What follows belongs to an exercise in optimizing a design on an open flow for small area, a short achievable clock period and few clock cycles per item; a production flow would make more cautious choices. Function was checked by simulation only, so behaviour that the tests miss may differ from the original.

==> v3: inputs <==
==> flow/design.v <==
module fxc_conv (
    input  wire        clk,
    input  wire        rst,         
    input  wire        in_valid,
    output wire        in_ready,
    input  wire [31:0] in_cmd,
    input  wire [63:0] in_opnd,
    output reg         out_valid,
    output reg  [63:0] out_data,
    output reg  [1:0]  out_cause,   
    output reg  [2:0]  out_rd
);
    assign in_ready = 1'b1;
    integer i;
    wire [3:0] op  = in_cmd[31:28];
    wire [1:0] ws  = in_cmd[7:6];
    wire [5:0] n   = in_cmd[5:0];
    wire op_ok   = !op[3] && (op[2:0] != 3'd0);
    wire is_conv = (op[2:1] == 2'b11);
    wire row_ok  = op_ok && (in_cmd[27:14] == 14'd0) &&
                   (is_conv || (in_cmd[13:11] == 3'd0));
    wire fmt_ok  = ws[1] ? (ws[0] || !n[5]) : (!n[5] && !n[4] && (ws[0] || !n[3]));
    wire [1:0] cause = !row_ok ? 2'd1 : (!fmt_ok ? 2'd2 : 2'd0);
    wire [1:0] asel = (op == 4'd6) ? 2'd2 : ws;
    reg [63:0] u_in;
    always @(*) begin
        case (asel)
            2'd0:    u_in = {in_opnd[7:0],  56'd0};
            2'd1:    u_in = {in_opnd[15:0], 48'd0};
            2'd2:    u_in = {in_opnd[31:0], 32'd0};
            default: u_in = in_opnd;
        endcase
    end
    reg        v0;
    reg [63:0] u0;
    reg [2:0]  op0;
    reg [1:0]  ws0;
    reg [5:0]  n0;
    reg [2:0]  rd0;
    reg [1:0]  c0;
    always @(posedge clk) begin
        if (rst) v0 <= 1'b0;
        else     v0 <= in_valid;
        u0  <= u_in;
        op0 <= op[2:0];
        ws0 <= ws;
        n0  <= n;
        rd0 <= (cause == 2'd0) ? in_cmd[10:8] : 3'd0;
        c0  <= cause;
    end
    wire ok0      = (c0 == 2'd0);
    wire is_scale = ok0 && (op0 == 3'd1);
    wire is_fmax  = ok0 && (op0 == 3'd2);
    wire is_fmin  = ok0 && (op0 == 3'd3);
    wire is_lmax  = ok0 && (op0 == 3'd4);
    wire is_lmin  = ok0 && (op0 == 3'd5);
    wire is_tofix = ok0 && (op0 == 3'd6);
    wire is_toflt = ok0 && (op0 == 3'd7);
    reg [5:0] wm1, w64;
    always @(*) begin
        case (ws0)
            2'd0:    begin wm1 = 6'd7;  w64 = 6'd56; end
            2'd1:    begin wm1 = 6'd15; w64 = 6'd48; end
            2'd2:    begin wm1 = 6'd31; w64 = 6'd32; end
            default: begin wm1 = 6'd63; w64 = 6'd0;  end
        endcase
    end
    wire [7:0] kexp   = {2'b00, wm1 - n0} + 8'd127;
    wire [7:0] kexpm1 = {2'b00, wm1 - n0} + 8'd126;
    wire        us = u0[63];
    wire [62:0] t  = u0[62:0] ^ {63{us}};
    reg  [5:0]  lzc;
    always @(*) begin
        lzc = 6'd63;
        for (i = 0; i < 63; i = i + 1)
            if (t[i]) lzc = 6'd62 - i[5:0];
    end
    wire tzero = (t == 63'd0);
    reg [63:0] x_flt;
    always @(*) begin
        x_flt[63] = 1'b0;
        for (i = 0; i < 63; i = i + 1)
            x_flt[i] = u0[62 - i];
    end
    wire        f_s = u0[63];
    wire [7:0]  f_e = u0[62:55];
    wire [22:0] f_m = u0[54:32];
    wire        f_nan = (f_e == 8'hFF) && (f_m != 23'd0);
    wire        f_sat = (f_e >= kexp);              
    wire        f_neg = f_s && !f_nan;              
    wire [8:0]  f_q   = {1'b0, f_e} + {3'b000, n0};
    wire        f_big = (f_q <= 9'd126);            
    wire [5:0]  f_r   = 6'd62 - f_q[5:0];           
    reg [63:0] x1;
    reg [5:0]  a1;
    always @(*) begin
        x1 = 64'd0;
        if (is_toflt) x1 = x_flt;
        if (is_tofix) x1 = {~f_s, f_m ^ {23{f_s}}, {40{f_s}}};
        if (is_scale || is_fmin) x1 = {1'b1, 63'd0};
        if (is_fmax)  x1 = {1'b0, {63{1'b1}}};
        if (is_lmax)  x1 = {64{1'b1}};
        a1 = 6'd0;
        if (is_toflt) a1 = lzc;
        if (is_tofix) a1 = f_r;
        if (is_fmax || is_fmin) a1 = w64;
        if (is_scale) a1 = ~n0;
    end
    reg        v1;
    reg [63:0] x1_q;
    reg [5:0]  a1_q;
    reg        fill1, sgn1, flt1, zr1, neg1, lim1, limlo1, kill1;
    reg [1:0]  ws1;
    reg [7:0]  ke1;
    reg [2:0]  rd1;
    reg [1:0]  c1;
    always @(posedge clk) begin
        if (rst) v1 <= 1'b0;
        else     v1 <= v0;
        x1_q  <= x1;
        a1_q  <= a1;
        fill1 <= (is_tofix && f_s) || is_fmin || is_lmax;
        sgn1  <= is_toflt ? us : is_lmin;
        flt1  <= is_toflt || is_lmax || is_lmin;
        zr1   <= is_toflt && tzero && !us;
        neg1  <= is_tofix && f_s && !f_sat && !f_big;
        lim1  <= is_tofix && f_sat;
        limlo1 <= f_neg;
        kill1 <= is_tofix && f_big;
        ws1   <= ws0;
        ke1   <= kexpm1;
        rd1   <= rd0;
        c1    <= c0;
    end
    wire [127:0] sh_in  = {{64{fill1}}, x1_q};
    wire [127:0] sh_out = sh_in >> a1_q;
    reg [63:0] fix_max;
    always @(*) begin
        case (ws1)
            2'd0:    fix_max = 64'h0000_0000_0000_007F;
            2'd1:    fix_max = 64'h0000_0000_0000_7FFF;
            2'd2:    fix_max = 64'h0000_0000_7FFF_FFFF;
            default: fix_max = 64'h7FFF_FFFF_FFFF_FFFF;
        endcase
    end
    wire [63:0] r2_in = lim1 ? (limlo1 ? ~fix_max : fix_max) : (kill1 ? 64'd0 : sh_out[63:0]);
    wire [7:0]   e2     = zr1 ? 8'd0 : (ke1 - {2'b00, a1_q});
    reg        v2;
    reg [63:0] r2;
    reg [7:0]  e2_q;
    reg        sgn2, flt2, neg2;
    reg [2:0]  rd2;
    reg [1:0]  c2;
    always @(posedge clk) begin
        if (rst) v2 <= 1'b0;
        else     v2 <= v1;
        r2   <= r2_in;
        e2_q <= e2;
        sgn2 <= sgn1;
        flt2 <= flt1;
        neg2 <= neg1;
        rd2  <= rd1;
        c2   <= c1;
    end
    reg [22:0] mant;
    always @(*) begin
        for (i = 0; i < 23; i = i + 1)
            mant[i] = r2[23 - i] ^ sgn2;        
    end
    wire g   = r2[24] ^ sgn2;                   
    wire l   = r2[23] ^ sgn2;                   
    wire st  = |r2[63:25];                      
    wire inc = sgn2 ? (g || (!st && l)) : (g && (st || l));
    reg [22:0] mant_p1;
    always @(*) begin
        mant_p1[0] = !mant[0];
        for (i = 1; i < 23; i = i + 1)
            mant_p1[i] = mant[i] ^ (&(mant | ~((23'd1 << i) - 23'd1)));
    end
    wire [22:0] frac = inc ? mant_p1 : mant;
    wire        ovf  = (&mant) && inc;
    wire [7:0]  fexp = ovf ? (e2_q + 8'd1) : e2_q;
    reg [63:0] fix_res;
    always @(*) begin
        fix_res[0] = r2[0] ^ neg2;
        for (i = 1; i < 64; i = i + 1)
            fix_res[i] = r2[i] ^ (neg2 && (&(r2 | ~((64'd1 << i) - 64'd1))));
    end
    always @(posedge clk) begin
        if (rst) out_valid <= 1'b0;
        else     out_valid <= v2;
        out_data  <= flt2 ? {32'd0, sgn2, fexp, frac} : fix_res;
        out_cause <= c2;
        out_rd    <= rd2;
    end
endmodule
==> flow/flow/run.sh <==
#!/bin/bash
# The standard layout (standard.sh) with timing repair aimed below the
# clock period, resizing free of footprint matching, and small port buffers
# (repair sizes up the ones on critical paths). Each tool's output stays in
# orfs/logs; make's own output is in flow_make.log.
set -euo pipefail
bash standard.sh SETUP_SLACK_MARGIN=8.6 MATCH_CELL_FOOTPRINT=0 \
  "BUFFER_PORTS_ARGS=-buffer_cell sky130_fd_sc_hd__buf_1" finish > flow_make.log 2>&1
==> flow/standard.sh <==
#!/bin/bash
# synth_recipe.tcl (not shown) runs the flow's synth.tcl, then flattens the netlist and writes it again
# the make line also repeats each setting of config.mk as NAME=value (left out here)
make -C /OpenROAD-flow-scripts/flow DESIGN_CONFIG=/design/flow/config.mk WORK_HOME=/design/flow/orfs CLKGATE_MAP_FILE= SYNTH_SCRIPT=/design/flow/synth_recipe.tcl "${@:-finish}"
==> flow/config.mk <==
export PLATFORM = sky130hd
export DESIGN_NAME = fxc_conv
export DESIGN_NICKNAME = fxc_conv
export VERILOG_FILES = /design/flow/design.v
export SDC_FILE = /design/flow/constraint.sdc
export NUM_CORES = 4
export LEC_CHECK = 0
export CAP_MARGIN = 20
export CORE_MARGIN = 2
export CORE_UTILIZATION = 45
export CTS_BUF_LIST = sky130_fd_sc_hd__clkbuf_8
export SLEW_MARGIN = 20
==> flow/constraint.sdc <==
create_clock -name core_clock -period 12.0 [get_ports {clk}]
set_input_delay 2.4000 -clock core_clock [delete_from_list [all_inputs] [get_ports {clk}]]
set_output_delay 2.4000 -clock core_clock [all_outputs]
set_load 0.01 [all_outputs]
==> v5: changes against v3 <==
==> flow/flow/run.sh (replaced) <==
#!/bin/bash
# The standard layout (standard.sh) with: timing repair aimed below the
# clock period; resizing free of footprint matching; small port buffers
# (repair sizes up the ones on critical paths); ABC's buffers removed before
# placement (repair_design buffers again where needed); CTS without dummy
# loads, clkbuf_16 at the root and branch points and clkbuf_8 at the leaves,
# each leaf driving up to 16 registers.
# Each tool's output stays in orfs/logs; make's own output in flow_make.log.
set -euo pipefail
bash standard.sh SETUP_SLACK_MARGIN=8.6 MATCH_CELL_FOOTPRINT=0 REMOVE_ABC_BUFFERS=1 \
  "BUFFER_PORTS_ARGS=-buffer_cell sky130_fd_sc_hd__buf_1" \
  "CTS_ARGS=-sink_clustering_enable -sink_clustering_size 16 -sink_clustering_max_diameter 80 -repair_clock_nets -dont_use_dummy_load -root_buf sky130_fd_sc_hd__clkbuf_16 -tree_buf sky130_fd_sc_hd__clkbuf_16 -buf_list sky130_fd_sc_hd__clkbuf_8" \
  finish > flow_make.log 2>&1
CORE_UTILIZATION = 55   (was 45)
CTS_BUF_LIST = not set   (was sky130_fd_sc_hd__clkbuf_8)
==> reports/results.tsv <==
stage	metric	value	unit
clocking	post_cts_resize_count	74	
run_status	run_status	finished clean	
critical_path	critPathLaunch	out_data[12]	
worst_hold_path	hold_path_end	out_cause[1]	
timing	min_period	3380	ps
layout	seqCellArea	6560	um2
worst_hold_path	hold_path.startpoint	c2[1]	
timing	fmax	296	MHz
place	place_congestion	1.02	
layout	multi_input_area_share	0.572	
drt	highest_layer	met5	
critical_path	rrSetupSlack	8710	ps
-- figures above: v5

==> reports/results.tsv <==
stage	metric	value	unit
timing	min_period	3480	ps
critical_path	rrSetupSlack	8770	ps
layout	seqCellArea	6560	um2
worst_hold_path	hold_path.startpoint	rd2[2]	
clocking	post_cts_resize_count	157	
worst_hold_path	hold_path_end	out_rd[2]	
critical_path	critPathLaunch	out_data[6]	
run_status	run_status	finished clean	
timing	fmax	287	MHz
layout	multi_input_area_share	0.544	
-- figures above: v3

Testbench counts of v3, summed over its fixed seeds: cycles 24,024, items 24,000.
Testbench counts of v5, summed over its fixed seeds: cycles 24,024, items 24,000.

==> what the ideal ports hide <==
No port has a modelled driver above. Below, the same layouts with a new extraction and two added sets of constraints.
Step 1 assumes that a clkbuf_16 drives the clock port and a buf_2 every other input.
Step 2 adds t to the input delays and takes it off the output delays; t is the mean of the earliest and latest rising clock arrival at the registers after step 1. Input paths then give back, and output paths get back, about the clock's delay inside the block.
Three values: ideal ports, drivers, drivers and shift; two values: the first two.
| run | t, ns | setup WS [ns] | clock arrival spread, ns |
|---|---|---|---|
| v3 | 0.682 | 8.515 / 8.468 / 8.141 | 0.046 / 0.047 |
| v5 | 0.564 | 8.625 / 8.570 / 8.187 | 0.038 / 0.038 |
After both steps every run listed still meets setup and hold. The setup slack of v5, which loses most, moves by -0.055 ns with the drivers and by -0.438 ns with both steps.
